From an optimization exercise on the open Yosys and OpenROAD flow, aimed at small area, a short achievable clock period and few clock cycles per item; shortcuts taken in it are not production practice. Only simulation tests tie the RTL to the original design; equivalence was not proved.

## flow/design.v (module list and top-level ports; edited modules follow where they fit)
// module demosaic_rgb_stream: 927 lines
module demosaic_rgb_stream (
    input  wire        clk,
    input  wire        rst,         
    input  wire        in_valid,
    output wire        in_ready,
    input  wire [79:0] in_col,      
    input  wire        in_last,     
    input  wire [15:0] max_val,     
    input  wire [4:0]  shift,       
    input  wire        row_odd,     
    output wire        out_valid,
    input  wire        out_ready,
    output reg  [15:0] out_r,
    output reg  [15:0] out_g,
    output reg  [15:0] out_b,
    output reg         out_last
);
  // ...
==> flow/flow/run.sh <==
#!/bin/bash
set -euo pipefail
export SETUP_SLACK_MARGIN=11.5
export BUFFER_PORTS_ARGS="-buffer_cell sky130_fd_sc_hd__buf_1"
bash standard.sh > standard.log 2>&1
==> flow/standard.sh <==
#!/bin/bash
# synth_recipe.tcl (not shown) runs the flow's synth.tcl, then flattens the netlist and writes it again
# the make line also repeats each setting of config.mk as NAME=value (left out here)
make -C /OpenROAD-flow-scripts/flow DESIGN_CONFIG=/design/flow/config.mk WORK_HOME=/design/flow/orfs CLKGATE_MAP_FILE= SYNTH_SCRIPT=/design/flow/synth_recipe.tcl "${@:-finish}"
==> flow/config.mk <==
export PLATFORM = sky130hd
export DESIGN_NAME = demosaic_rgb_stream
export DESIGN_NICKNAME = demosaic_rgb_stream
export VERILOG_FILES = /design/flow/design.v
export SDC_FILE = /design/flow/constraint.sdc
export NUM_CORES = 4
export LEC_CHECK = 0
export ABC_AREA = 1
export CAP_MARGIN = 20
export CORE_MARGIN = 2
export CORE_UTILIZATION = 55
export SLEW_MARGIN = 20
==> flow/constraint.sdc <==
create_clock -name core_clock -period 16.0 [get_ports {clk}]
set_input_delay 3.2000 -clock core_clock [delete_from_list [all_inputs] [get_ports {clk}]]
set_output_delay 3.2000 -clock core_clock [all_outputs]
set_load 0.01 [all_outputs]
==> results by group, run 1 <==
Hold path
  – Worst Hold End: w3_q[2]

Logic synthesis
  – Ys async rst share: 0%
  – Largest area contributor in the netlist: edfxtp_1
  – Post-synth EDFFs: 371
  – Number of distinct library cells after synthesis: 47
  – Post-synthesis cell count: 3188

CTS
  – Post-cts sizing count: 139
  – Hold_buf cts: 0

Critical path
  – R2r worst-path depth: 18
  – Worst setup SP type: flip-flop
  – Critical Path, Cell by Cell: nand2_4, o21ai_2, fa_1, inv_1, fa_1, fa_1, inv_1, fa_1, inv_2, fa_1, ha_2, inv_2, fa_2, o21ai_2, a21oi_1, nor2_1, nor2_1, xor2_1
  – Kind of end point of the critical path: flip-flop

Global route
  – Busiest layer in global routing: met2
  – Largest net degree at the start of global routing: 88

Finish
  – Multi-In Gates: between 2000 and 2500
  – Non-CTS buffers: 289
  – Area delta synth->final: 18.14%
  – Most common library cell in the layout ignoring fill and taps: nand2_1
  – Layout cells sized above 1: about 16%
  – FFs & Latches: 391
  – Non-filler cells, final: approximately 4000
  – FF+latch area: 11560 sq um

STA
  – Minimum clock period: 4674 ps

Job
  – Max_cap viols: 0

Floorplanning
  – Core area: 51610 sq um

Outcome
  – Status: timing/DRC/antenna clean

Placement
  – Post-Place Worst Slack: a little over 10000 ps
Testbench counts, summed over its fixed seeds: cycles 31,202, pixels 30,610.
==> inputs of run 2 (changes only) <==
==> flow/design.v (replaced) <==
module demosaic_rgb_stream (
    input  wire        clk,
    input  wire        rst,         
    input  wire        in_valid,
    output wire        in_ready,
    input  wire [79:0] in_col,      
    input  wire        in_last,     
    input  wire [15:0] max_val,     
    input  wire [4:0]  shift,       
    input  wire        row_odd,     
    output wire        out_valid,
    input  wire        out_ready,
    output reg  [15:0] out_r,
    output reg  [15:0] out_g,
    output reg  [15:0] out_b,
    output reg         out_last
);
    reg [15:0] cfg_max;
    reg [4:0]  cfg_shift;
    reg        cfg_odd;
    reg [15:0] w1_s, w2_s, w3_s, w4_s;
    reg [16:0] w2_p, w3_p;
    reg [17:0] dsum;         
    reg [16:0] w2_q, w3_q;
    reg [17:0] w4_p, w4_q;
    reg [17:0] h2;           
    reg        r3, r4;       
    reg        f3, f4;       
    reg        win_valid;    
    reg        win_green;    
    localparam NG = 3;
    reg [NG-1:0] win_green_v;
    reg        win_last;     
    reg        row_start;    
    reg [1:0]  flush_cnt;    
    reg        a_valid;
    reg        a_green;
    reg        a_last;
    reg [20:0] a_x;          
    reg [20:0] a_y;          
    reg        a_w1;         
    reg        o_v, sk_v;
    reg [15:0] sk_r, sk_g, sk_b;
    reg        sk_last;
    reg        rdy;          
    wire       adv = !sk_v;  
    assign out_valid = o_v;
    assign in_ready  = rdy;
    wire take  = in_valid && rdy;
    wire pop   = o_v && out_ready;
    wire push  = adv && a_valid;
    wire flush = flush_cnt != 2'd0;
    wire [15:0] f_s = in_col[32 +: 16];
    function [17:0] add8x2;
        input [15:0] a, b;
        begin
            add8x2 = {{1'b0, a[15:8]} + {1'b0, b[15:8]}, {1'b0, a[7:0]} + {1'b0, b[7:0]}};
        end
    endfunction
    function [16:0] join8x2;
        input [17:0] v;
        begin
            join8x2 = {v[17:9] + {8'd0, v[8]}, v[7:0]};
        end
    endfunction
    wire [17:0] f_p = add8x2(in_col[16 +: 16], in_col[48 +: 16]);
    wire [17:0] f_q = add8x2(in_col[ 0 +: 16], in_col[64 +: 16]);
    wire [16:0] w4_pf = join8x2(w4_p);
    wire [16:0] w4_qf = join8x2(w4_q);
    wire shift_w = take || (adv && flush);    
    wire [15:0] n4_s = flush ? w3_s : f_s;
    wire [17:0] n4_p = flush ? {w3_p[16:8], 1'b0, w3_p[7:0]} : f_p;
    wire [15:0] n0_s = f3 ? w3_s : w1_s;
    wire [17:0] n_h2 = add8x2(n0_s, n4_s);
    always @(posedge clk) begin
        if (shift_w) begin
            if (f3) begin
                w1_s <= w4_s;                  
            end else begin
                w1_s <= w2_s;
            end
            w2_s <= w3_s; w2_p <= w3_p; w2_q <= w3_q;
            w3_s <= w4_s; w3_p <= w4_pf; w3_q <= w4_qf;
            w4_s <= n4_s; w4_p <= n4_p; w4_q <= f_q;
            h2   <= n_h2;
            dsum <= {1'b0, f3 ? w4_pf : w2_p} + {1'b0, w4_pf};
        end
        if (adv && take && row_start) begin
            cfg_max   <= max_val;
            cfg_shift <= shift;
            cfg_odd   <= row_odd;
        end
    end
    always @(posedge clk) begin
        if (rst) begin
            r3 <= 1'b0; r4 <= 1'b0; f3 <= 1'b0; f4 <= 1'b0;
            win_valid <= 1'b0;
            win_green <= 1'b0;
            win_green_v <= {NG{1'b0}};
            win_last  <= 1'b0;
            row_start <= 1'b1;
            flush_cnt <= 2'd0;
        end else if (adv) begin
            if (shift_w) begin
                r4 <= !flush;
                r3 <= r4;
                f4 <= !flush && row_start;
                f3 <= f4;
                win_valid <= r3;               
                win_last  <= flush && (flush_cnt == 2'd1);
                if (f3) begin
                    win_green   <= cfg_odd;    
                    win_green_v <= {NG{cfg_odd}};
                end else begin
                    win_green   <= ~win_green;
                    win_green_v <= ~win_green_v;
                end
            end else begin
                win_valid <= 1'b0;
            end
            if (flush) begin
                flush_cnt <= flush_cnt - 2'd1;
            end else if (take) begin
                row_start <= in_last;
                if (in_last)
                    flush_cnt <= 2'd2;
            end
        end
    end
    wire kx_0 = ~win_green_v[0] & w1_s[0];
    wire kx_1 = win_green_v[0] ? w1_s[0] : w1_s[1];
    wire kx_2 = win_green_v[0] ? w1_s[1] : w1_s[2];
    wire kx_3 = win_green_v[0] ? w1_s[2] : w1_s[3];
    wire kx_4 = win_green_v[0] ? w1_s[3] : w1_s[4];
    wire kx_5 = win_green_v[0] ? w1_s[4] : w1_s[5];
    wire kx_6 = win_green_v[0] ? w1_s[5] : w1_s[6];
    wire kx_7 = win_green_v[0] ? w1_s[6] : w1_s[7];
    wire kx_8 = win_green_v[0] ? w1_s[7] : w1_s[8];
    wire kx_9 = win_green_v[0] ? w1_s[8] : w1_s[9];
    wire kx_10 = win_green_v[0] ? w1_s[9] : w1_s[10];
    wire kx_11 = win_green_v[0] ? w1_s[10] : w1_s[11];
    wire kx_12 = win_green_v[0] ? w1_s[11] : w1_s[12];
    wire kx_13 = win_green_v[0] ? w1_s[12] : w1_s[13];
    wire kx_14 = win_green_v[0] ? w1_s[13] : w1_s[14];
    wire kx_15 = win_green_v[0] ? w1_s[14] : w1_s[15];
    wire kx_16 = win_green_v[0] & w1_s[15];
    wire kx_17 = ~win_green_v[1] & w3_s[0];
    wire kx_18 = win_green_v[1] ? w3_s[0] : w3_s[1];
    wire kx_19 = win_green_v[1] ? w3_s[1] : w3_s[2];
    wire kx_20 = win_green_v[1] ? w3_s[2] : w3_s[3];
    wire kx_21 = win_green_v[1] ? w3_s[3] : w3_s[4];
    wire kx_22 = win_green_v[1] ? w3_s[4] : w3_s[5];
    wire kx_23 = win_green_v[1] ? w3_s[5] : w3_s[6];
    wire kx_24 = win_green_v[1] ? w3_s[6] : w3_s[7];
    wire kx_25 = win_green_v[1] ? w3_s[7] : w3_s[8];
    wire kx_26 = win_green_v[1] ? w3_s[8] : w3_s[9];
    wire kx_27 = win_green_v[1] ? w3_s[9] : w3_s[10];
    wire kx_28 = win_green_v[1] ? w3_s[10] : w3_s[11];
    wire kx_29 = win_green_v[1] ? w3_s[11] : w3_s[12];
    wire kx_30 = win_green_v[1] ? w3_s[12] : w3_s[13];
    wire kx_31 = win_green_v[1] ? w3_s[13] : w3_s[14];
    wire kx_32 = win_green_v[1] ? w3_s[14] : w3_s[15];
    wire kx_33 = win_green_v[1] & w3_s[15];
    wire kx_34 = win_green_v[2] & w2_s[0];
    wire kx_35 = win_green_v[2] ? w2_s[1] : w2_p[0];
    wire kx_36 = win_green_v[2] ? w2_s[2] : w2_p[1];
    wire kx_37 = win_green_v[2] ? w2_s[3] : w2_p[2];
    wire kx_38 = win_green_v[2] ? w2_s[4] : w2_p[3];
    wire kx_39 = win_green_v[2] ? w2_s[5] : w2_p[4];
    wire kx_40 = win_green_v[2] ? w2_s[6] : w2_p[5];
    wire kx_41 = win_green_v[2] ? w2_s[7] : w2_p[6];
    wire kx_42 = win_green_v[2] ? w2_s[8] : w2_p[7];
    wire kx_43 = win_green_v[2] ? w2_s[9] : w2_p[8];
    wire kx_44 = win_green_v[2] ? w2_s[10] : w2_p[9];
    wire kx_45 = win_green_v[2] ? w2_s[11] : w2_p[10];
    wire kx_46 = win_green_v[2] ? w2_s[12] : w2_p[11];
    wire kx_47 = win_green_v[2] ? w2_s[13] : w2_p[12];
    wire kx_48 = win_green_v[2] ? w2_s[14] : w2_p[13];
    wire kx_49 = win_green_v[2] ? w2_s[15] : w2_p[14];
    wire kx_50 = ~win_green_v[2] & w2_p[15];
    wire kx_51 = ~win_green_v[2] & w2_p[16];
    wire kx_52 = win_green_v[0] ? dsum[0] : w2_q[0];
    wire kx_53 = win_green_v[0] ? dsum[1] : w2_q[1];
    wire kx_54 = win_green_v[0] ? dsum[2] : w2_q[2];
    wire kx_55 = win_green_v[0] ? dsum[3] : w2_q[3];
    wire kx_56 = win_green_v[0] ? dsum[4] : w2_q[4];
    wire kx_57 = win_green_v[0] ? dsum[5] : w2_q[5];
    wire kx_58 = win_green_v[0] ? dsum[6] : w2_q[6];
    wire kx_59 = win_green_v[0] ? dsum[7] : w2_q[7];
    wire kx_60 = win_green_v[0] ? dsum[8] : w2_q[8];
    wire kx_61 = win_green_v[0] ? dsum[9] : w2_q[9];
    wire kx_62 = win_green_v[0] ? dsum[10] : w2_q[10];
    wire kx_63 = win_green_v[0] ? dsum[11] : w2_q[11];
    wire kx_64 = win_green_v[0] ? dsum[12] : w2_q[12];
    wire kx_65 = win_green_v[0] ? dsum[13] : w2_q[13];
    wire kx_66 = win_green_v[0] ? dsum[14] : w2_q[14];
    wire kx_67 = win_green_v[0] ? dsum[15] : w2_q[15];
    wire kx_68 = win_green_v[0] ? dsum[16] : w2_q[16];
    wire kx_69 = win_green_v[0] & ~dsum[17];
    wire kx_70 = win_green_v[1] & w2_q[0];
    wire kx_71 = win_green_v[1] & w2_q[1];
    wire kx_72 = win_green_v[1] & w2_q[2];
    wire kx_73 = win_green_v[1] & w2_q[3];
    wire kx_74 = win_green_v[1] & w2_q[4];
    wire kx_75 = win_green_v[1] & w2_q[5];
    wire kx_76 = win_green_v[1] & w2_q[6];
    wire kx_77 = win_green_v[1] & w2_q[7];
    wire kx_78 = win_green_v[1] & w2_q[8];
    wire kx_79 = win_green_v[1] & w2_q[9];
    wire kx_80 = win_green_v[1] & w2_q[10];
    wire kx_81 = win_green_v[1] & w2_q[11];
    wire kx_82 = win_green_v[1] & w2_q[12];
    wire kx_83 = win_green_v[1] & w2_q[13];
    wire kx_84 = win_green_v[1] & w2_q[14];
    wire kx_85 = win_green_v[1] & w2_q[15];
    wire kx_86 = win_green_v[1] & w2_q[16];
    wire kx_87 = h2[1] ^ kx_53;
    wire kx_88 = h2[1] | kx_53;
    wire kx_89 = w2_s[0] ^ kx_1 ^ kx_18;
    wire kx_90 = (w2_s[0] & kx_1) | (kx_18 & (w2_s[0] | kx_1));
    wire kx_91 = w2_s[1] ^ kx_2 ^ kx_19;
    wire kx_92 = (w2_s[1] & kx_2) | (kx_19 & (w2_s[1] | kx_2));
    wire kx_93 = w2_s[2] ^ kx_3 ^ kx_20;
    wire kx_94 = (w2_s[2] & kx_3) | (kx_20 & (w2_s[2] | kx_3));
    wire kx_95 = w2_s[3] ^ kx_4 ^ kx_21;
    wire kx_96 = (w2_s[3] & kx_4) | (kx_21 & (w2_s[3] | kx_4));
    wire kx_97 = w2_s[4] ^ kx_5 ^ kx_22;
    wire kx_98 = (w2_s[4] & kx_5) | (kx_22 & (w2_s[4] | kx_5));
    wire kx_99 = w2_s[5] ^ kx_6 ^ kx_23;
    wire kx_100 = (w2_s[5] & kx_6) | (kx_23 & (w2_s[5] | kx_6));
    wire kx_101 = h2[8] ^ h2[9] ^ kx_60;
    wire kx_102 = (h2[8] & h2[9]) | (kx_60 & (h2[8] | h2[9]));
    wire kx_103 = w2_s[6] ^ kx_7 ^ kx_24;
    wire kx_104 = (w2_s[6] & kx_7) | (kx_24 & (w2_s[6] | kx_7));
    wire kx_105 = w2_s[7] ^ kx_8 ^ kx_25;
    wire kx_106 = (w2_s[7] & kx_8) | (kx_25 & (w2_s[7] | kx_8));
    wire kx_107 = kx_43 ^ kx_80 ^ 1'b1;
    wire kx_108 = (kx_43 & kx_80) | (1'b1 & (kx_43 | kx_80));
    wire kx_109 = w2_s[8] ^ kx_9 ^ kx_26;
    wire kx_110 = (w2_s[8] & kx_9) | (kx_26 & (w2_s[8] | kx_9));
    wire kx_111 = kx_44 ^ kx_81 ^ 1'b1;
    wire kx_112 = (kx_44 & kx_81) | (1'b1 & (kx_44 | kx_81));
    wire kx_113 = w2_s[9] ^ kx_10 ^ kx_27;
    wire kx_114 = (w2_s[9] & kx_10) | (kx_27 & (w2_s[9] | kx_10));
    wire kx_115 = kx_45 ^ kx_82 ^ 1'b1;
    wire kx_116 = (kx_45 & kx_82) | (1'b1 & (kx_45 | kx_82));
    wire kx_117 = w2_s[10] ^ kx_11 ^ kx_28;
    wire kx_118 = (w2_s[10] & kx_11) | (kx_28 & (w2_s[10] | kx_11));
    wire kx_119 = kx_46 ^ kx_83 ^ 1'b1;
    wire kx_120 = (kx_46 & kx_83) | (1'b1 & (kx_46 | kx_83));
    wire kx_121 = w2_s[11] ^ kx_12 ^ kx_29;
    wire kx_122 = (w2_s[11] & kx_12) | (kx_29 & (w2_s[11] | kx_12));
    wire kx_123 = kx_47 ^ kx_84 ^ 1'b1;
    wire kx_124 = (kx_47 & kx_84) | (1'b1 & (kx_47 | kx_84));
    wire kx_125 = w2_s[12] ^ kx_13 ^ kx_30;
    wire kx_126 = (w2_s[12] & kx_13) | (kx_30 & (w2_s[12] | kx_13));
    wire kx_127 = kx_48 ^ kx_85 ^ 1'b1;
    wire kx_128 = (kx_48 & kx_85) | (1'b1 & (kx_48 | kx_85));
    wire kx_129 = w2_s[13] ^ kx_14 ^ kx_31;
    wire kx_130 = (w2_s[13] & kx_14) | (kx_31 & (w2_s[13] | kx_14));
    wire kx_131 = kx_49 ^ kx_86 ^ 1'b1;
    wire kx_132 = (kx_49 & kx_86) | (1'b1 & (kx_49 | kx_86));
    wire kx_133 = w2_s[14] ^ kx_15 ^ kx_32;
    wire kx_134 = (w2_s[14] & kx_15) | (kx_32 & (w2_s[14] | kx_15));
    wire kx_135 = h2[17] ^ kx_68;
    wire kx_136 = h2[17] | kx_68;
    wire kx_137 = w2_s[15] ^ kx_16 ^ kx_33;
    wire kx_138 = (w2_s[15] & kx_16) | (kx_33 & (w2_s[15] | kx_16));
    wire kx_139 = kx_87 ^ kx_0 ^ kx_17;
    wire kx_140 = (kx_87 & kx_0) | (kx_17 & (kx_87 | kx_0));
    wire kx_141 = kx_88 ^ h2[2] ^ kx_54;
    wire kx_142 = (kx_88 & h2[2]) | (kx_54 & (kx_88 | h2[2]));
    wire kx_143 = kx_89 ^ kx_36;
    wire kx_144 = kx_89 & kx_36;
    wire kx_145 = kx_90 ^ kx_91 ^ kx_37;
    wire kx_146 = (kx_90 & kx_91) | (kx_37 & (kx_90 | kx_91));
    wire kx_147 = h2[3] ^ kx_55 ^ ~kx_74;
    wire kx_148 = (h2[3] & kx_55) | (~kx_74 & (h2[3] | kx_55));
    wire kx_149 = kx_92 ^ kx_93 ^ kx_38;
    wire kx_150 = (kx_92 & kx_93) | (kx_38 & (kx_92 | kx_93));
    wire kx_151 = h2[4] ^ kx_56 ^ ~kx_75;
    wire kx_152 = (h2[4] & kx_56) | (~kx_75 & (h2[4] | kx_56));
    wire kx_153 = kx_94 ^ kx_95 ^ kx_39;
    wire kx_154 = (kx_94 & kx_95) | (kx_39 & (kx_94 | kx_95));
    wire kx_155 = h2[5] ^ kx_57 ^ ~kx_76;
    wire kx_156 = (h2[5] & kx_57) | (~kx_76 & (h2[5] | kx_57));
    wire kx_157 = kx_96 ^ kx_97 ^ kx_40;
    wire kx_158 = (kx_96 & kx_97) | (kx_40 & (kx_96 | kx_97));
    wire kx_159 = h2[6] ^ kx_58 ^ ~kx_77;
    wire kx_160 = (h2[6] & kx_58) | (~kx_77 & (h2[6] | kx_58));
    wire kx_161 = kx_98 ^ kx_99 ^ kx_41;
    wire kx_162 = (kx_98 & kx_99) | (kx_41 & (kx_98 | kx_99));
    wire kx_163 = h2[7] ^ kx_59 ^ ~kx_78;
    wire kx_164 = (h2[7] & kx_59) | (~kx_78 & (h2[7] | kx_59));
    wire kx_165 = kx_100 ^ kx_103 ^ kx_42;
    wire kx_166 = (kx_100 & kx_103) | (kx_42 & (kx_100 | kx_103));
    wire kx_167 = ~kx_101 ^ kx_79 ^ 1'b1;
    wire kx_168 = (~kx_101 & kx_79) | (1'b1 & (~kx_101 | kx_79));
    wire kx_169 = kx_102 ^ h2[10] ^ kx_61;
    wire kx_170 = (kx_102 & h2[10]) | (kx_61 & (kx_102 | h2[10]));
    wire kx_171 = kx_104 ^ kx_105 ^ kx_107;
    wire kx_172 = (kx_104 & kx_105) | (kx_107 & (kx_104 | kx_105));
    wire kx_173 = kx_106 ^ kx_108 ^ kx_109;
    wire kx_174 = (kx_106 & kx_108) | (kx_109 & (kx_106 | kx_108));
    wire kx_175 = ~kx_111 ^ h2[11] ^ kx_62;
    wire kx_176 = (~kx_111 & h2[11]) | (kx_62 & (~kx_111 | h2[11]));
    wire kx_177 = kx_110 ^ kx_112 ^ kx_113;
    wire kx_178 = (kx_110 & kx_112) | (kx_113 & (kx_110 | kx_112));
    wire kx_179 = ~kx_115 ^ h2[12] ^ kx_63;
    wire kx_180 = (~kx_115 & h2[12]) | (kx_63 & (~kx_115 | h2[12]));
    wire kx_181 = kx_114 ^ kx_116 ^ kx_117;
    wire kx_182 = (kx_114 & kx_116) | (kx_117 & (kx_114 | kx_116));
    wire kx_183 = ~kx_119 ^ h2[13] ^ kx_64;
    wire kx_184 = (~kx_119 & h2[13]) | (kx_64 & (~kx_119 | h2[13]));
    wire kx_185 = kx_118 ^ kx_120 ^ kx_121;
    wire kx_186 = (kx_118 & kx_120) | (kx_121 & (kx_118 | kx_120));
    wire kx_187 = ~kx_123 ^ h2[14] ^ kx_65;
    wire kx_188 = (~kx_123 & h2[14]) | (kx_65 & (~kx_123 | h2[14]));
    wire kx_189 = kx_122 ^ kx_124 ^ kx_125;
    wire kx_190 = (kx_122 & kx_124) | (kx_125 & (kx_122 | kx_124));
    wire kx_191 = ~kx_127 ^ h2[15] ^ kx_66;
    wire kx_192 = (~kx_127 & h2[15]) | (kx_66 & (~kx_127 | h2[15]));
    wire kx_193 = kx_126 ^ kx_128 ^ kx_129;
    wire kx_194 = (kx_126 & kx_128) | (kx_129 & (kx_126 | kx_128));
    wire kx_195 = ~kx_131 ^ h2[16] ^ kx_67;
    wire kx_196 = (~kx_131 & h2[16]) | (kx_67 & (~kx_131 | h2[16]));
    wire kx_197 = kx_130 ^ kx_132 ^ kx_133;
    wire kx_198 = (kx_130 & kx_132) | (kx_133 & (kx_130 | kx_132));
    wire kx_199 = kx_135 ^ kx_50 ^ 1'b1;
    wire kx_200 = (kx_135 & kx_50) | (1'b1 & (kx_135 | kx_50));
    wire kx_201 = kx_134 ^ kx_137 ^ kx_51;
    wire kx_202 = (kx_134 & kx_137) | (kx_51 & (kx_134 | kx_137));
    wire kx_203 = kx_136 ^ ~kx_69 ^ win_green;
    wire kx_204 = (kx_136 & ~kx_69) | (win_green & (kx_136 | ~kx_69));
    wire kx_205 = h2[0] ^ kx_52;
    wire kx_206 = h2[0] | kx_52;
    wire kx_207 = kx_139 ^ kx_35 ^ kx_72;
    wire kx_208 = (kx_139 & kx_35) | (kx_72 & (kx_139 | kx_35));
    wire kx_209 = kx_140 ^ kx_143 ^ kx_73;
    wire kx_210 = (kx_140 & kx_143) | (kx_73 & (kx_140 | kx_143));
    wire kx_211 = ~kx_142 ^ kx_144 ^ kx_145;
    wire kx_212 = (~kx_142 & kx_144) | (kx_145 & (~kx_142 | kx_144));
    wire kx_213 = kx_146 ^ ~kx_148 ^ kx_149;
    wire kx_214 = (kx_146 & ~kx_148) | (kx_149 & (kx_146 | ~kx_148));
    wire kx_215 = kx_150 ^ ~kx_152 ^ kx_153;
    wire kx_216 = (kx_150 & ~kx_152) | (kx_153 & (kx_150 | ~kx_152));
    wire kx_217 = kx_154 ^ ~kx_156 ^ kx_157;
    wire kx_218 = (kx_154 & ~kx_156) | (kx_157 & (kx_154 | ~kx_156));
    wire kx_219 = kx_158 ^ ~kx_160 ^ kx_161;
    wire kx_220 = (kx_158 & ~kx_160) | (kx_161 & (kx_158 | ~kx_160));
    wire kx_221 = kx_162 ^ kx_165 ^ kx_167;
    wire kx_222 = (kx_162 & kx_165) | (kx_167 & (kx_162 | kx_165));
    wire kx_223 = kx_166 ^ kx_168 ^ kx_171;
    wire kx_224 = (kx_166 & kx_168) | (kx_171 & (kx_166 | kx_168));
    wire kx_225 = ~kx_170 ^ kx_172 ^ kx_173;
    wire kx_226 = (~kx_170 & kx_172) | (kx_173 & (~kx_170 | kx_172));
    wire kx_227 = kx_174 ^ ~kx_176 ^ kx_177;
    wire kx_228 = (kx_174 & ~kx_176) | (kx_177 & (kx_174 | ~kx_176));
    wire kx_229 = kx_178 ^ ~kx_180 ^ kx_181;
    wire kx_230 = (kx_178 & ~kx_180) | (kx_181 & (kx_178 | ~kx_180));
    wire kx_231 = kx_182 ^ ~kx_184 ^ kx_185;
    wire kx_232 = (kx_182 & ~kx_184) | (kx_185 & (kx_182 | ~kx_184));
    wire kx_233 = kx_186 ^ ~kx_188 ^ kx_189;
    wire kx_234 = (kx_186 & ~kx_188) | (kx_189 & (kx_186 | ~kx_188));
    wire kx_235 = kx_190 ^ ~kx_192 ^ kx_193;
    wire kx_236 = (kx_190 & ~kx_192) | (kx_193 & (kx_190 | ~kx_192));
    wire kx_237 = kx_194 ^ kx_197 ^ kx_199;
    wire kx_238 = (kx_194 & kx_197) | (kx_199 & (kx_194 | kx_197));
    wire kx_239 = kx_198 ^ kx_200 ^ kx_201;
    wire kx_240 = (kx_198 & kx_200) | (kx_201 & (kx_198 | kx_200));
    wire kx_241 = kx_202 ^ kx_138;
    wire kx_242 = kx_202 & kx_138;
    wire kx_243 = kx_205 ^ kx_34;
    wire kx_244 = kx_205 & kx_34;
    wire kx_245 = ~kx_206 ^ kx_207 ^ 1'b1;
    wire kx_246 = (~kx_206 & kx_207) | (1'b1 & (~kx_206 | kx_207));
    wire kx_247 = kx_208 ^ kx_209 ^ ~kx_141;
    wire kx_248 = (kx_208 & kx_209) | (~kx_141 & (kx_208 | kx_209));
    wire kx_249 = kx_210 ^ kx_211 ^ ~kx_147;
    wire kx_250 = (kx_210 & kx_211) | (~kx_147 & (kx_210 | kx_211));
    wire kx_251 = kx_212 ^ kx_213 ^ ~kx_151;
    wire kx_252 = (kx_212 & kx_213) | (~kx_151 & (kx_212 | kx_213));
    wire kx_253 = kx_214 ^ kx_215 ^ ~kx_155;
    wire kx_254 = (kx_214 & kx_215) | (~kx_155 & (kx_214 | kx_215));
    wire kx_255 = kx_216 ^ kx_217 ^ ~kx_159;
    wire kx_256 = (kx_216 & kx_217) | (~kx_159 & (kx_216 | kx_217));
    wire kx_257 = kx_218 ^ kx_219 ^ ~kx_163;
    wire kx_258 = (kx_218 & kx_219) | (~kx_163 & (kx_218 | kx_219));
    wire kx_259 = kx_220 ^ kx_221 ^ ~kx_164;
    wire kx_260 = (kx_220 & kx_221) | (~kx_164 & (kx_220 | kx_221));
    wire kx_261 = kx_222 ^ kx_223 ^ ~kx_169;
    wire kx_262 = (kx_222 & kx_223) | (~kx_169 & (kx_222 | kx_223));
    wire kx_263 = kx_224 ^ kx_225 ^ ~kx_175;
    wire kx_264 = (kx_224 & kx_225) | (~kx_175 & (kx_224 | kx_225));
    wire kx_265 = kx_226 ^ kx_227 ^ ~kx_179;
    wire kx_266 = (kx_226 & kx_227) | (~kx_179 & (kx_226 | kx_227));
    wire kx_267 = kx_228 ^ kx_229 ^ ~kx_183;
    wire kx_268 = (kx_228 & kx_229) | (~kx_183 & (kx_228 | kx_229));
    wire kx_269 = kx_230 ^ kx_231 ^ ~kx_187;
    wire kx_270 = (kx_230 & kx_231) | (~kx_187 & (kx_230 | kx_231));
    wire kx_271 = kx_232 ^ kx_233 ^ ~kx_191;
    wire kx_272 = (kx_232 & kx_233) | (~kx_191 & (kx_232 | kx_233));
    wire kx_273 = kx_234 ^ kx_235 ^ ~kx_195;
    wire kx_274 = (kx_234 & kx_235) | (~kx_195 & (kx_234 | kx_235));
    wire kx_275 = kx_236 ^ kx_237 ^ ~kx_196;
    wire kx_276 = (kx_236 & kx_237) | (~kx_196 & (kx_236 | kx_237));
    wire kx_277 = kx_238 ^ kx_239 ^ ~kx_203;
    wire kx_278 = (kx_238 & kx_239) | (~kx_203 & (kx_238 | kx_239));
    wire kx_279 = kx_240 ^ kx_241 ^ ~kx_204;
    wire kx_280 = (kx_240 & kx_241) | (~kx_204 & (kx_240 | kx_241));
    wire kx_281 = kx_242 ^ 1'b1;
    wire kx_282 = kx_242 & 1'b1;
    wire [21:0] x_ra = {kx_282, kx_280, kx_278, kx_276, kx_274, kx_272, kx_270, kx_268, kx_266, kx_264, kx_262, kx_260, kx_258, kx_256, kx_254, kx_252, kx_250, kx_248, kx_246, kx_244, kx_243, kx_70};
    wire [21:0] x_rb = {1'b1, kx_281, kx_279, kx_277, kx_275, kx_273, kx_271, kx_269, kx_267, kx_265, kx_263, kx_261, kx_259, kx_257, kx_255, kx_253, kx_251, kx_249, kx_247, kx_245, kx_71, 1'b0};
    wire x_rc = 1'b0;
    localparam X_RC_COL = 8;
    wire ky_0 = win_green_v[2] & w2_s[0];
    wire ky_1 = win_green_v[2] ? w2_s[1] : w2_s[0];
    wire ky_2 = win_green_v[2] ? w2_s[2] : w2_s[1];
    wire ky_3 = win_green_v[2] ? w2_s[3] : w2_s[2];
    wire ky_4 = win_green_v[2] ? w2_s[4] : w2_s[3];
    wire ky_5 = win_green_v[2] ? w2_s[5] : w2_s[4];
    wire ky_6 = win_green_v[2] ? w2_s[6] : w2_s[5];
    wire ky_7 = win_green_v[2] ? w2_s[7] : w2_s[6];
    wire ky_8 = win_green_v[2] ? w2_s[8] : w2_s[7];
    wire ky_9 = win_green_v[2] ? w2_s[9] : w2_s[8];
    wire ky_10 = win_green_v[2] ? w2_s[10] : w2_s[9];
    wire ky_11 = win_green_v[2] ? w2_s[11] : w2_s[10];
    wire ky_12 = win_green_v[2] ? w2_s[12] : w2_s[11];
    wire ky_13 = win_green_v[2] ? w2_s[13] : w2_s[12];
    wire ky_14 = win_green_v[2] ? w2_s[14] : w2_s[13];
    wire ky_15 = win_green_v[2] ? w2_s[15] : w2_s[14];
    wire ky_16 = ~win_green_v[2] & w2_s[15];
    wire ky_17 = ~win_green_v[0] & ~w2_q[0];
    wire ky_18 = ~win_green_v[0] & ~w2_q[1];
    wire ky_19 = ~win_green_v[0] & ~w2_q[2];
    wire ky_20 = win_green_v[0] ? w2_p[0] : ~w2_q[3];
    wire ky_21 = win_green_v[0] ? w2_p[1] : ~w2_q[4];
    wire ky_22 = win_green_v[0] ? w2_p[2] : ~w2_q[5];
    wire ky_23 = win_green_v[0] ? w2_p[3] : ~w2_q[6];
    wire ky_24 = win_green_v[0] ? w2_p[4] : ~w2_q[7];
    wire ky_25 = win_green_v[0] ? w2_p[5] : ~w2_q[8];
    wire ky_26 = win_green_v[0] ? w2_p[6] : ~w2_q[9];
    wire ky_27 = win_green_v[0] ? w2_p[7] : ~w2_q[10];
    wire ky_28 = win_green_v[0] ? w2_p[8] : ~w2_q[11];
    wire ky_29 = win_green_v[0] ? w2_p[9] : ~w2_q[12];
    wire ky_30 = win_green_v[0] ? w2_p[10] : ~w2_q[13];
    wire ky_31 = win_green_v[0] ? w2_p[11] : ~w2_q[14];
    wire ky_32 = win_green_v[0] ? w2_p[12] : ~w2_q[15];
    wire ky_33 = win_green_v[0] ? w2_p[13] : ~w2_q[16];
    wire ky_34 = win_green_v[0] & w2_p[14];
    wire ky_35 = win_green_v[0] & w2_p[15];
    wire ky_36 = win_green_v[0] & w2_p[16];
    wire ky_37 = win_green_v[1] & ~dsum[0];
    wire ky_38 = win_green_v[1] ? ~dsum[1] : dsum[0];
    wire ky_39 = win_green_v[1] ? ~dsum[2] : dsum[1];
    wire ky_40 = win_green_v[1] ? ~dsum[3] : dsum[2];
    wire ky_41 = win_green_v[1] ? ~dsum[4] : dsum[3];
    wire ky_42 = win_green_v[1] ? ~dsum[5] : dsum[4];
    wire ky_43 = win_green_v[1] ? ~dsum[6] : dsum[5];
    wire ky_44 = win_green_v[1] ? ~dsum[7] : dsum[6];
    wire ky_45 = win_green_v[1] ? ~dsum[8] : dsum[7];
    wire ky_46 = win_green_v[1] ? ~dsum[9] : dsum[8];
    wire ky_47 = win_green_v[1] ? ~dsum[10] : dsum[9];
    wire ky_48 = win_green_v[1] ? ~dsum[11] : dsum[10];
    wire ky_49 = win_green_v[1] ? ~dsum[12] : dsum[11];
    wire ky_50 = win_green_v[1] ? ~dsum[13] : dsum[12];
    wire ky_51 = win_green_v[1] ? ~dsum[14] : dsum[13];
    wire ky_52 = win_green_v[1] ? ~dsum[15] : dsum[14];
    wire ky_53 = win_green_v[1] ? ~dsum[16] : dsum[15];
    wire ky_54 = win_green_v[1] ? ~dsum[17] : dsum[16];
    wire ky_55 = ~win_green_v[1] & dsum[17];
    wire ky_56 = ~win_green_v[2] & ~h2[0];
    wire ky_57 = ~win_green_v[2] & ~h2[1];
    wire ky_58 = ~win_green_v[2] & ~h2[2];
    wire ky_59 = ~win_green_v[2] & ~h2[3];
    wire ky_60 = ~win_green_v[2] & ~h2[4];
    wire ky_61 = ~win_green_v[2] & ~h2[5];
    wire ky_62 = ~win_green_v[2] & ~h2[6];
    wire ky_63 = ~win_green_v[2] & ~h2[7];
    wire ky_64 = ~win_green_v[2] & ~h2[8];
    wire ky_65 = ~win_green_v[2] & ~h2[9];
    wire ky_66 = ~win_green_v[2] & ~h2[10];
    wire ky_67 = ~win_green_v[2] & ~h2[11];
    wire ky_68 = ~win_green_v[2] & ~h2[12];
    wire ky_69 = ~win_green_v[2] & ~h2[13];
    wire ky_70 = ~win_green_v[2] & ~h2[14];
    wire ky_71 = ~win_green_v[2] & ~h2[15];
    wire ky_72 = ~win_green_v[2] & ~h2[16];
    wire ky_73 = ~win_green_v[2] & ~h2[17];
    wire ky_74 = ky_1 ^ ky_19;
    wire ky_75 = ky_1 & ky_19;
    wire ky_76 = w2_s[0] ^ ky_2 ^ ky_20;
    wire ky_77 = (w2_s[0] & ky_2) | (ky_20 & (w2_s[0] | ky_2));
    wire ky_78 = w2_s[1] ^ ky_3 ^ ky_21;
    wire ky_79 = (w2_s[1] & ky_3) | (ky_21 & (w2_s[1] | ky_3));
    wire ky_80 = w2_s[2] ^ ky_4 ^ ky_22;
    wire ky_81 = (w2_s[2] & ky_4) | (ky_22 & (w2_s[2] | ky_4));
    wire ky_82 = w2_s[3] ^ ky_5 ^ ky_23;
    wire ky_83 = (w2_s[3] & ky_5) | (ky_23 & (w2_s[3] | ky_5));
    wire ky_84 = w2_s[4] ^ ky_6 ^ ky_24;
    wire ky_85 = (w2_s[4] & ky_6) | (ky_24 & (w2_s[4] | ky_6));
    wire ky_86 = w2_s[5] ^ ky_7 ^ ky_25;
    wire ky_87 = (w2_s[5] & ky_7) | (ky_25 & (w2_s[5] | ky_7));
    wire ky_88 = ky_44 ^ h2[8];
    wire ky_89 = ky_44 & h2[8];
    wire ky_90 = w2_s[6] ^ ky_8 ^ ky_26;
    wire ky_91 = (w2_s[6] & ky_8) | (ky_26 & (w2_s[6] | ky_8));
    wire ky_92 = ky_45 ^ h2[10];
    wire ky_93 = ky_45 & h2[10];
    wire ky_94 = w2_s[7] ^ ky_9 ^ ky_27;
    wire ky_95 = (w2_s[7] & ky_9) | (ky_27 & (w2_s[7] | ky_9));
    wire ky_96 = ky_46 ^ h2[11] ^ ky_64;
    wire ky_97 = (ky_46 & h2[11]) | (ky_64 & (ky_46 | h2[11]));
    wire ky_98 = w2_q[9] ^ win_green;
    wire ky_99 = w2_q[9] | win_green;
    wire ky_100 = w2_s[8] ^ ky_10 ^ ky_28;
    wire ky_101 = (w2_s[8] & ky_10) | (ky_28 & (w2_s[8] | ky_10));
    wire ky_102 = ky_47 ^ h2[12] ^ ky_66;
    wire ky_103 = (ky_47 & h2[12]) | (ky_66 & (ky_47 | h2[12]));
    wire ky_104 = w2_q[10] ^ win_green;
    wire ky_105 = w2_q[10] | win_green;
    wire ky_106 = w2_s[9] ^ ky_11 ^ ky_29;
    wire ky_107 = (w2_s[9] & ky_11) | (ky_29 & (w2_s[9] | ky_11));
    wire ky_108 = ky_48 ^ h2[13] ^ ky_67;
    wire ky_109 = (ky_48 & h2[13]) | (ky_67 & (ky_48 | h2[13]));
    wire ky_110 = w2_q[11] ^ win_green;
    wire ky_111 = w2_q[11] | win_green;
    wire ky_112 = w2_s[10] ^ ky_12 ^ ky_30;
    wire ky_113 = (w2_s[10] & ky_12) | (ky_30 & (w2_s[10] | ky_12));
    wire ky_114 = ky_49 ^ h2[14] ^ ky_68;
    wire ky_115 = (ky_49 & h2[14]) | (ky_68 & (ky_49 | h2[14]));
    wire ky_116 = w2_q[12] ^ win_green;
    wire ky_117 = w2_q[12] | win_green;
    wire ky_118 = w2_s[11] ^ ky_13 ^ ky_31;
    wire ky_119 = (w2_s[11] & ky_13) | (ky_31 & (w2_s[11] | ky_13));
    wire ky_120 = ky_50 ^ h2[15] ^ ky_69;
    wire ky_121 = (ky_50 & h2[15]) | (ky_69 & (ky_50 | h2[15]));
    wire ky_122 = w2_q[13] ^ win_green;
    wire ky_123 = w2_q[13] | win_green;
    wire ky_124 = w2_s[12] ^ ky_14 ^ ky_32;
    wire ky_125 = (w2_s[12] & ky_14) | (ky_32 & (w2_s[12] | ky_14));
    wire ky_126 = ky_51 ^ h2[16] ^ ky_70;
    wire ky_127 = (ky_51 & h2[16]) | (ky_70 & (ky_51 | h2[16]));
    wire ky_128 = w2_q[14] ^ win_green;
    wire ky_129 = w2_q[14] | win_green;
    wire ky_130 = w2_s[13] ^ ky_15 ^ ky_33;
    wire ky_131 = (w2_s[13] & ky_15) | (ky_33 & (w2_s[13] | ky_15));
    wire ky_132 = ky_52 ^ h2[17] ^ ky_71;
    wire ky_133 = (ky_52 & h2[17]) | (ky_71 & (ky_52 | h2[17]));
    wire ky_134 = w2_q[15] ^ win_green;
    wire ky_135 = w2_q[15] | win_green;
    wire ky_136 = w2_s[14] ^ ky_16 ^ ky_34;
    wire ky_137 = (w2_s[14] & ky_16) | (ky_34 & (w2_s[14] | ky_16));
    wire ky_138 = ky_53 ^ ky_72;
    wire ky_139 = ky_53 & ky_72;
    wire ky_140 = w2_s[15] ^ ky_35;
    wire ky_141 = w2_s[15] & ky_35;
    wire ky_142 = ky_0 ^ ky_18 ^ ky_37;
    wire ky_143 = (ky_0 & ky_18) | (ky_37 & (ky_0 | ky_18));
    wire ky_144 = ky_74 ^ ky_38 ^ h2[2];
    wire ky_145 = (ky_74 & ky_38) | (h2[2] & (ky_74 | ky_38));
    wire ky_146 = ky_56 ^ 1'b1;
    wire ky_147 = ky_56 & 1'b1;
    wire ky_148 = ky_75 ^ ky_76 ^ ky_39;
    wire ky_149 = (ky_75 & ky_76) | (ky_39 & (ky_75 | ky_76));
    wire ky_150 = ~w2_q[2] ^ h2[3] ^ ky_57;
    wire ky_151 = (~w2_q[2] & h2[3]) | (ky_57 & (~w2_q[2] | h2[3]));
    wire ky_152 = ky_77 ^ ky_78 ^ ky_40;
    wire ky_153 = (ky_77 & ky_78) | (ky_40 & (ky_77 | ky_78));
    wire ky_154 = ~w2_q[3] ^ h2[4] ^ ky_58;
    wire ky_155 = (~w2_q[3] & h2[4]) | (ky_58 & (~w2_q[3] | h2[4]));
    wire ky_156 = ky_79 ^ ky_80 ^ ky_41;
    wire ky_157 = (ky_79 & ky_80) | (ky_41 & (ky_79 | ky_80));
    wire ky_158 = ~w2_q[4] ^ h2[5] ^ ky_59;
    wire ky_159 = (~w2_q[4] & h2[5]) | (ky_59 & (~w2_q[4] | h2[5]));
    wire ky_160 = ky_81 ^ ky_82 ^ ky_42;
    wire ky_161 = (ky_81 & ky_82) | (ky_42 & (ky_81 | ky_82));
    wire ky_162 = ~w2_q[5] ^ h2[6] ^ ky_60;
    wire ky_163 = (~w2_q[5] & h2[6]) | (ky_60 & (~w2_q[5] | h2[6]));
    wire ky_164 = ky_83 ^ ky_84 ^ ky_43;
    wire ky_165 = (ky_83 & ky_84) | (ky_43 & (ky_83 | ky_84));
    wire ky_166 = ~w2_q[6] ^ h2[7] ^ ky_61;
    wire ky_167 = (~w2_q[6] & h2[7]) | (ky_61 & (~w2_q[6] | h2[7]));
    wire ky_168 = ky_85 ^ ky_86 ^ ky_88;
    wire ky_169 = (ky_85 & ky_86) | (ky_88 & (ky_85 | ky_86));
    wire ky_170 = ~w2_q[7] ^ h2[9] ^ ky_62;
    wire ky_171 = (~w2_q[7] & h2[9]) | (ky_62 & (~w2_q[7] | h2[9]));
    wire ky_172 = ky_87 ^ ky_89 ^ ky_90;
    wire ky_173 = (ky_87 & ky_89) | (ky_90 & (ky_87 | ky_89));
    wire ky_174 = ky_92 ^ ~w2_q[8] ^ ky_63;
    wire ky_175 = (ky_92 & ~w2_q[8]) | (ky_63 & (ky_92 | ~w2_q[8]));
    wire ky_176 = ky_91 ^ ky_93 ^ ky_94;
    wire ky_177 = (ky_91 & ky_93) | (ky_94 & (ky_91 | ky_93));
    wire ky_178 = ky_96 ^ ky_98 ^ ky_65;
    wire ky_179 = (ky_96 & ky_98) | (ky_65 & (ky_96 | ky_98));
    wire ky_180 = ky_95 ^ ky_97 ^ ky_100;
    wire ky_181 = (ky_95 & ky_97) | (ky_100 & (ky_95 | ky_97));
    wire ky_182 = ~ky_99 ^ ky_102 ^ ky_104;
    wire ky_183 = (~ky_99 & ky_102) | (ky_104 & (~ky_99 | ky_102));
    wire ky_184 = ky_101 ^ ky_103 ^ ky_106;
    wire ky_185 = (ky_101 & ky_103) | (ky_106 & (ky_101 | ky_103));
    wire ky_186 = ~ky_105 ^ ky_108 ^ ky_110;
    wire ky_187 = (~ky_105 & ky_108) | (ky_110 & (~ky_105 | ky_108));
    wire ky_188 = ky_107 ^ ky_109 ^ ky_112;
    wire ky_189 = (ky_107 & ky_109) | (ky_112 & (ky_107 | ky_109));
    wire ky_190 = ~ky_111 ^ ky_114 ^ ky_116;
    wire ky_191 = (~ky_111 & ky_114) | (ky_116 & (~ky_111 | ky_114));
    wire ky_192 = ky_113 ^ ky_115 ^ ky_118;
    wire ky_193 = (ky_113 & ky_115) | (ky_118 & (ky_113 | ky_115));
    wire ky_194 = ~ky_117 ^ ky_120 ^ ky_122;
    wire ky_195 = (~ky_117 & ky_120) | (ky_122 & (~ky_117 | ky_120));
    wire ky_196 = ky_119 ^ ky_121 ^ ky_124;
    wire ky_197 = (ky_119 & ky_121) | (ky_124 & (ky_119 | ky_121));
    wire ky_198 = ~ky_123 ^ ky_126 ^ ky_128;
    wire ky_199 = (~ky_123 & ky_126) | (ky_128 & (~ky_123 | ky_126));
    wire ky_200 = ky_125 ^ ky_127 ^ ky_130;
    wire ky_201 = (ky_125 & ky_127) | (ky_130 & (ky_125 | ky_127));
    wire ky_202 = ~ky_129 ^ ky_132 ^ ky_134;
    wire ky_203 = (~ky_129 & ky_132) | (ky_134 & (~ky_129 | ky_132));
    wire ky_204 = ky_131 ^ ky_133 ^ ky_136;
    wire ky_205 = (ky_131 & ky_133) | (ky_136 & (ky_131 | ky_133));
    wire ky_206 = ky_135 ^ ~ky_138 ^ w2_q[16];
    wire ky_207 = (ky_135 & ~ky_138) | (w2_q[16] & (ky_135 | ~ky_138));
    wire ky_208 = ky_137 ^ ky_139 ^ ky_140;
    wire ky_209 = (ky_137 & ky_139) | (ky_140 & (ky_137 | ky_139));
    wire ky_210 = ky_54 ^ ky_73 ^ win_green;
    wire ky_211 = (ky_54 & ky_73) | (win_green & (ky_54 | ky_73));
    wire ky_212 = ky_141 ^ ky_36;
    wire ky_213 = ky_141 & ky_36;
    wire ky_214 = w2_q[0] ^ win_green;
    wire ky_215 = w2_q[0] | win_green;
    wire ky_216 = ky_143 ^ ky_144 ^ ky_146;
    wire ky_217 = (ky_143 & ky_144) | (ky_146 & (ky_143 | ky_144));
    wire ky_218 = ky_145 ^ ky_147 ^ ky_148;
    wire ky_219 = (ky_145 & ky_147) | (ky_148 & (ky_145 | ky_147));
    wire ky_220 = ky_149 ^ ky_151 ^ ky_152;
    wire ky_221 = (ky_149 & ky_151) | (ky_152 & (ky_149 | ky_151));
    wire ky_222 = ky_153 ^ ky_155 ^ ky_156;
    wire ky_223 = (ky_153 & ky_155) | (ky_156 & (ky_153 | ky_155));
    wire ky_224 = ky_157 ^ ky_159 ^ ky_160;
    wire ky_225 = (ky_157 & ky_159) | (ky_160 & (ky_157 | ky_159));
    wire ky_226 = ky_161 ^ ky_163 ^ ky_164;
    wire ky_227 = (ky_161 & ky_163) | (ky_164 & (ky_161 | ky_163));
    wire ky_228 = ky_165 ^ ky_167 ^ ky_168;
    wire ky_229 = (ky_165 & ky_167) | (ky_168 & (ky_165 | ky_167));
    wire ky_230 = ky_169 ^ ky_171 ^ ky_172;
    wire ky_231 = (ky_169 & ky_171) | (ky_172 & (ky_169 | ky_171));
    wire ky_232 = ky_173 ^ ky_175 ^ ky_176;
    wire ky_233 = (ky_173 & ky_175) | (ky_176 & (ky_173 | ky_175));
    wire ky_234 = ky_177 ^ ky_179 ^ ky_180;
    wire ky_235 = (ky_177 & ky_179) | (ky_180 & (ky_177 | ky_179));
    wire ky_236 = ky_181 ^ ky_183 ^ ky_184;
    wire ky_237 = (ky_181 & ky_183) | (ky_184 & (ky_181 | ky_183));
    wire ky_238 = ky_185 ^ ky_187 ^ ky_188;
    wire ky_239 = (ky_185 & ky_187) | (ky_188 & (ky_185 | ky_187));
    wire ky_240 = ky_189 ^ ky_191 ^ ky_192;
    wire ky_241 = (ky_189 & ky_191) | (ky_192 & (ky_189 | ky_191));
    wire ky_242 = ky_193 ^ ky_195 ^ ky_196;
    wire ky_243 = (ky_193 & ky_195) | (ky_196 & (ky_193 | ky_195));
    wire ky_244 = ky_197 ^ ky_199 ^ ky_200;
    wire ky_245 = (ky_197 & ky_199) | (ky_200 & (ky_197 | ky_199));
    wire ky_246 = ky_201 ^ ky_203 ^ ky_204;
    wire ky_247 = (ky_201 & ky_203) | (ky_204 & (ky_201 | ky_203));
    wire ky_248 = ky_205 ^ ky_208 ^ ky_210;
    wire ky_249 = (ky_205 & ky_208) | (ky_210 & (ky_205 | ky_208));
    wire ky_250 = ky_209 ^ ky_211 ^ ky_212;
    wire ky_251 = (ky_209 & ky_211) | (ky_212 & (ky_209 | ky_211));
    wire ky_252 = ky_17 ^ h2[0];
    wire ky_253 = ky_17 & h2[0];
    wire ky_254 = ky_214 ^ ky_142 ^ h2[1];
    wire ky_255 = (ky_214 & ky_142) | (h2[1] & (ky_214 | ky_142));
    wire ky_256 = ky_215 ^ ~ky_216 ^ w2_q[1];
    wire ky_257 = (ky_215 & ~ky_216) | (w2_q[1] & (ky_215 | ~ky_216));
    wire ky_258 = ky_217 ^ ky_218 ^ ky_150;
    wire ky_259 = (ky_217 & ky_218) | (ky_150 & (ky_217 | ky_218));
    wire ky_260 = ky_219 ^ ky_220 ^ ky_154;
    wire ky_261 = (ky_219 & ky_220) | (ky_154 & (ky_219 | ky_220));
    wire ky_262 = ky_221 ^ ky_222 ^ ky_158;
    wire ky_263 = (ky_221 & ky_222) | (ky_158 & (ky_221 | ky_222));
    wire ky_264 = ky_223 ^ ky_224 ^ ky_162;
    wire ky_265 = (ky_223 & ky_224) | (ky_162 & (ky_223 | ky_224));
    wire ky_266 = ky_225 ^ ky_226 ^ ky_166;
    wire ky_267 = (ky_225 & ky_226) | (ky_166 & (ky_225 | ky_226));
    wire ky_268 = ky_227 ^ ky_228 ^ ky_170;
    wire ky_269 = (ky_227 & ky_228) | (ky_170 & (ky_227 | ky_228));
    wire ky_270 = ky_229 ^ ky_230 ^ ky_174;
    wire ky_271 = (ky_229 & ky_230) | (ky_174 & (ky_229 | ky_230));
    wire ky_272 = ky_231 ^ ky_232 ^ ky_178;
    wire ky_273 = (ky_231 & ky_232) | (ky_178 & (ky_231 | ky_232));
    wire ky_274 = ky_233 ^ ky_234 ^ ky_182;
    wire ky_275 = (ky_233 & ky_234) | (ky_182 & (ky_233 | ky_234));
    wire ky_276 = ky_235 ^ ky_236 ^ ky_186;
    wire ky_277 = (ky_235 & ky_236) | (ky_186 & (ky_235 | ky_236));
    wire ky_278 = ky_237 ^ ky_238 ^ ky_190;
    wire ky_279 = (ky_237 & ky_238) | (ky_190 & (ky_237 | ky_238));
    wire ky_280 = ky_239 ^ ky_240 ^ ky_194;
    wire ky_281 = (ky_239 & ky_240) | (ky_194 & (ky_239 | ky_240));
    wire ky_282 = ky_241 ^ ky_242 ^ ky_198;
    wire ky_283 = (ky_241 & ky_242) | (ky_198 & (ky_241 | ky_242));
    wire ky_284 = ky_243 ^ ky_244 ^ ky_202;
    wire ky_285 = (ky_243 & ky_244) | (ky_202 & (ky_243 | ky_244));
    wire ky_286 = ky_245 ^ ky_246 ^ ~ky_206;
    wire ky_287 = (ky_245 & ky_246) | (~ky_206 & (ky_245 | ky_246));
    wire ky_288 = ky_247 ^ ky_248 ^ ~ky_207;
    wire ky_289 = (ky_247 & ky_248) | (~ky_207 & (ky_247 | ky_248));
    wire ky_290 = ky_249 ^ ky_250 ^ ky_55;
    wire ky_291 = (ky_249 & ky_250) | (ky_55 & (ky_249 | ky_250));
    wire ky_292 = ky_251 ^ ky_213 ^ 1'b1;
    wire ky_293 = (ky_251 & ky_213) | (1'b1 & (ky_251 | ky_213));
    wire [21:0] y_ra = {ky_293, ky_291, ky_289, ky_287, ky_285, ky_283, ky_281, ky_279, ky_277, ky_275, ky_273, ky_271, ky_269, ky_267, ky_265, ky_263, ky_261, ky_259, ~ky_257, ky_255, ky_253, ky_252};
    wire [21:0] y_rb = {1'b1, ky_292, ky_290, ky_288, ky_286, ky_284, ky_282, ky_280, ky_278, ky_276, ky_274, ky_272, ky_270, ky_268, ky_266, ky_264, ky_262, ky_260, ky_258, ~ky_256, ky_254, ~win_green};
    wire y_rc = 1'b0;
    localparam Y_RC_COL = 8;
    wire [5:0]  g0_x = {1'b0, x_ra[4:0]}   + {1'b0, x_rb[4:0]};
    wire [4:0]  g1_x = {1'b0, x_ra[8:5]}   + {1'b0, x_rb[8:5]};
    wire [6:0]  g2_x = {1'b0, x_ra[14:9]}  + {1'b0, x_rb[14:9]}  + {6'd0, x_rc};
    wire [6:0]  g3_x = x_ra[21:15] + x_rb[21:15];
    wire [5:0]  g0_y = {1'b0, y_ra[4:0]}   + {1'b0, y_rb[4:0]};
    wire [5:0]  g1_y = {1'b0, y_ra[9:5]}   + {1'b0, y_rb[9:5]};
    wire [5:0]  g2_y = {1'b0, y_ra[14:10]} + {1'b0, y_rb[14:10]} + {5'd0, y_rc};
    wire [6:0]  g3_y = y_ra[21:15] + y_rb[21:15];
    always @(posedge clk) begin
        if (rst) begin
            a_valid <= 1'b0;
        end else if (adv) begin
            a_valid <= win_valid;
            a_green <= win_green;
            a_last  <= win_last;
            a_x     <= {g3_x, g2_x, g1_x, g0_x[5:4]};
            a_y     <= {g3_y, g2_y, g1_y, g0_y[5:4]};
            a_w1    <= shift_w;
        end
    end
    wire        kx9  = a_x[6]  | (&a_x[5:2]  & a_x[1]);
    wire        kx15 = a_x[13] | (&a_x[12:7] & kx9);
    wire [17:0] sx = {a_x[20:14] + {6'd0, kx15}, a_x[12:7] + {5'd0, kx9},
                      a_x[5:2] + {3'd0, a_x[1]}, a_x[0]};
    wire        ky10 = a_y[7]  | (&a_y[6:2]  & a_y[1]);
    wire        ky15 = a_y[13] | (&a_y[12:8] & ky10);
    wire [17:0] sy = {a_y[20:14] + {6'd0, ky15}, a_y[12:8] + {4'd0, ky10},
                      a_y[6:2] + {4'd0, a_y[1]}, a_y[0]};
    wire [15:0] cx = sx[17] ? 16'd0 :
                     (sx[16:0] >= {1'b0, cfg_max}) ? cfg_max : sx[15:0];
    wire [15:0] cy = sy[17] ? 16'd0 :
                     (sy[16:0] >= {1'b0, cfg_max}) ? cfg_max : sy[15:0];
    wire [15:0] a_nat = a_w1 ? w1_s : w2_s;
    reg [15:0] pr, pg, pb;
    always @(*) begin
        case ({cfg_odd, a_green})
            2'b00:   begin pr = a_nat; pg = cx;    pb = cy;    end  
            2'b01:   begin pr = cx;    pg = a_nat; pb = cy;    end  
            2'b11:   begin pr = cy;    pg = a_nat; pb = cx;    end  
            default: begin pr = cy;    pg = cx;    pb = a_nat; end  
        endcase
    end
    wire [15:0] nr = pr >> cfg_shift;
    wire [15:0] ng = pg >> cfg_shift;
    wire [15:0] nb = pb >> cfg_shift;
    wire head_load = sk_v ? pop : (push && (!o_v || pop));
    wire skid_load = !sk_v && push && o_v && !pop;
    wire o_v_n     = sk_v || push || (o_v && !pop);
    wire sk_v_n    = sk_v ? !pop : skid_load;
    always @(posedge clk) begin
        if (rst) begin
            o_v  <= 1'b0;
            sk_v <= 1'b0;
        end else begin
            o_v  <= o_v_n;
            sk_v <= sk_v_n;
        end
        if (head_load) begin
            if (sk_v) begin
                out_r <= sk_r; out_g <= sk_g; out_b <= sk_b; out_last <= sk_last;
            end else begin
                out_r <= nr;   out_g <= ng;   out_b <= nb;   out_last <= a_last;
            end
        end
        if (skid_load) begin
            sk_r <= nr; sk_g <= ng; sk_b <= nb; sk_last <= a_last;
        end
    end
    reg [1:0] flush_cnt_n;
    reg       win_valid_n;
    reg       row_start_n;
    always @(*) begin
        flush_cnt_n = flush_cnt;
        win_valid_n = win_valid;
        row_start_n = row_start;
        if (adv) begin
            win_valid_n = shift_w && r3;
            if (flush) begin
                flush_cnt_n = flush_cnt - 2'd1;
            end else if (take) begin
                row_start_n = in_last;
                if (in_last)
                    flush_cnt_n = 2'd2;
            end
        end
    end
    always @(posedge clk) begin
        if (rst)
            rdy <= 1'b1;
        else
            rdy <= !sk_v_n && (flush_cnt_n == 2'd0) &&
                   !(row_start_n && win_valid_n);
    end
endmodule
==> flow/flow/run.sh (replaced) <==
#!/bin/bash
set -euo pipefail
export BUFFER_PORTS_ARGS="-buffer_cell sky130_fd_sc_hd__buf_1"
SETUP_SLACK_MARGIN=11.5 bash standard.sh cts > standard_cts.log 2>&1
bash standard.sh finish > standard_finish.log 2>&1
==> flow/config.mk (replaced) <==
export PLATFORM = sky130hd
export DESIGN_NAME = demosaic_rgb_stream
export DESIGN_NICKNAME = demosaic_rgb_stream
export VERILOG_FILES = /design/flow/design.v
export SDC_FILE = /design/flow/constraint.sdc
export NUM_CORES = 4
export LEC_CHECK = 0
export ABC_AREA = 1
export CAP_MARGIN = 20
export CORE_MARGIN = 2
export CORE_UTILIZATION = 65
export SLEW_MARGIN = 20
==> run 2 against run 1 <==
Compared with the run above: maximum frequency increased by 0.72%; design area decreased by 7.7%; critical path type unchanged; critical endpoint is now out_b[0].
==> results by group, run 2 <==
STA
  – Minimum clock period: 4641 ps (-33.40 ps)
  – Clk_skew: between 30 and 40 ps
  – Slew Limit Fails: 0
  – Fmax: ~220 MHz
  – Worst-Margin Slew: 990.3 ps
  – RSZ-0062 raised after global routing: false
  – Final worst-path cycle share: 29.01%
  – Finish-stage setup viols: 0
  – Final hold vios: 0
  – Setup TNS: 0 ps
  – Slew HR: about a third

Drt
  – Antenna-violating nets left: 0
  – Vias per cell: 5.792
  – Drt first pass iters: 6
  – Initial DRC count: 2058
  – DRC viols: 0
  – Total Wirelength: 73960 um
  – Routed len/inst: 19.11 um
  – Via Count: 22420

CTS
  – CTS Buffer Depth: 3
  – Root Driver: clkbuf_16
  – Clock transition at path regs: 60 ps
  – CTS Buf Count: 40
  – CTS tree: yes
  – H-Tree Depth: 2
  – CTS Sinks: around 390
  – Hold_buf cts: 0 (unchanged)
  – Clock latency (worst-skew pair): 590 ps

Logic synthesis
  – Yosys warnings: 1
  – Post-synthesis cell count: 3136 (-1.6%)
  – Seq/Total Area, Yosys: between 40% and 50%
  – Largest cells by area after synthesis: edfxtp_1 39%, fa_1 13%, nand2_1 8.7%
  – Post-synth top cells: 656 x nand2_1, 507 x inv_1, 369 x edfxtp_1
  – Cell with the most instances after synthesis: nand2_1
  – Number of distinct library cells after synthesis: 53 (+13%)
  – Share of the synthesized area in the top cell type: 38.98%
  – Post-synth EDFFs: 369 (-0.54%)
  – Syn Area/Cell: 9.064 sq um
  – Top_reg_cell synth: edfxtp_1
  – Cell Area, Synth: ~28000 sq um
  – Post-synth net total: 3614
  – Largest area contributor in the netlist: edfxtp_1
  – Seq cells post-synth: around 390
  – Ys async rst share: 0% (unchanged)

Hold path
  – Hold Crit Depth: 0
  – Worst Hold End: w2_q[7]
  – HP Class: reg -> reg
  – Hold Crit Start: w3_q[7]

Critical path
  – CP max FO: 17
  – Worst setup SP type: flip-flop
  – Slowest CP cell: edfxtp_1
  – RR Endpoint: out_b[0]
  – Cell mode on critical path: nand2_1
  – Flop2flop setup slack: between 10000 and 15000 ps
  – Kind of end point of the critical path: flip-flop
  – CP Data Arrival Time: approximately 5100 ps
  – Family with the most delay on the worst path: simple AND/OR/NAND/NOR gates
  – R2r worst-path depth: 28 (+10)
  – Critical path class: reg -> reg
  – Worst Path Required: 16440 ps
  – Reg2reg start: a_y[4]
  – CP Buf/Inv Count: 3
  – Crit-path max cell delay: 450 ps

Finish
  – ANT cells: 0
  – Most common library cell in the layout ignoring fill and taps: nand2_1
  – Final Core Density: 72.96%
  – Fillers: 3149
  – Commonest cells after routing, fill and taps aside: 647 x nand2_1, 502 x inv_1, 369 x edfxtp_1
  – Finished layout cell area: 31430 sq um
  – Area delta synth->final: 10.56%
  – Final Net Count: 3736
  – Largest regs: a_x: 21 flops, a_y: 21 flops
  – Layout cells sized above 1: 7.243% (-8.8 points)

Placement
  – Dpl cell area: 29800 sq um
  – DP HPWL: 55280 um
  – Gpl congestion: about 0.94
  – IO buf count: 157

Job
  – Max_cap viols: 0 (unchanged)

Global route
  – Global-route wire length before repair: 117700 um
  – Global Route Usage Sum: 33.62%
  – Vias in the first global route: about 23000
  – Largest net degree at the start of global routing: 82 (-6.8%)
  – Antenna violations before repair: 0
  – Gr ovfl total: 0

Floorplanning
  – I/O pin count: 158
  – Die area: 45420 sq um
  – Core area: 43080 sq um (-17%)
  – Row count: 76
  – Die X: roughly 210 um
  – Starting density of the core: 65.99%
  – Die height: 213.1 um

Outcome
  – Status: timing/DRC/antenna clean
==> run 2: cells by family (layout without fill, tap and decap cells) <==
family / count (synthesis) / after routing / share of synthesized area, %
and+or+nand+nor: 1250 / 1251 / 19.32
AOI/OAI and AO/OA: 402 / 402 / 7.716
DFF: 386 / 386 / 40.18
adders and majority gates: 371 / 371 / 21.27
buffers and inverters: 628 / 777 / 8.464
xor gates and xnor gates: 99 / 99 / 3.050
==> run 2: stage by stage <==
step	instances	setup slack [ps]	hold WS, ps
floorplan	3136	10380	400.3
global placement	3785	9755	400.8
detailed placement	3786	9729	404.5
CTS	3871	11480	400.7
global route	3871	10960	421.8
finish	3871	11360	411.9
==> run 2: how the worst max path moves through the flow <==
| stage | startpoint | end | slack, ps | cells past startpoint |
|---|---|---|---|---|
| after floorplan | in_valid | a_w1 | 10380 | 2 |
| after global placement | in_valid | w1_s[7] | 9760 | 6 |
| after detailed placement | in_valid | w2_s[6] | 9730 | 6 |
| after CTS | win_green_v[0] | a_y[20] | 11480 | 16 |
| after global routing | a_y[4] | out_b[0] | 10960 | 28 |
| final | a_y[4] | out_b[0] | 11360 | 28 |
==> run 2: final cells by class <==
cell class / count / area, sq um / area share (%)
clock buffers: 46 / 1023 / 3.256
repair buffers: 195 / 1046 / 3.328
flip-flops and latches: 386 / 11430 / 36.36
well taps: 585 / 732.0 / 2.329
clock inverters: 24 / 209.0 / 0.6648
repair inverters: 2 / 15.01 / 0.04777
multi-input cells: 2123 / 15040 / 47.86
inverters: 510 / 1934 / 6.155
==> run 2: layer usage <==
layer / track usage, % / wire, um / vias to the layer above
li1: - / - / 10529
met1: 43.27 / 29320 / 10698
met2: 56.30 / 35520 / 983
met3: 4.912 / 5549 / 210
met4: 15.96 / 3574 / 0
met5: 0 / 0 / -
==> run 2: timing repair <==
action                                  4_1_cts  5_1_grt
gates resized for setup                      55        0
endpoints found under the setup margin      249        0
buffers inserted                             10        0
Testbench counts of run 2, summed over its fixed seeds: cycles 31,202, pixels 30,610.

separate check: timing with driven ports:
No port has a modelled driver above. Below, the same layouts with a new extraction and two added sets of constraints.
Step 1 assumes that a clkbuf_16 drives the clock port and a buf_2 every other input.
Step 2, shift: input delay + t, output delay - t, t = (earliest + latest rising clock arrival at the registers) / 2. This alone moves slack from input paths to output paths.
Slacks: ideal ports / drivers / drivers and shift; pairs: ideal ports / drivers.
run | t, ns | slack for setup (ns) | worst setup path after step 2 | worst slew at a driven data input, ns
run 1 | 0.635 | 11.326 / 11.326 / 10.881 | input to register | 0.04
run 2 | 0.627 | 11.359 / 11.359 / 10.842 | input to register | 0.05
After both steps every run listed still meets setup and hold. The setup slack of run 2, which loses most, moves by 0.000 ns with the drivers and by -0.517 ns with both steps.
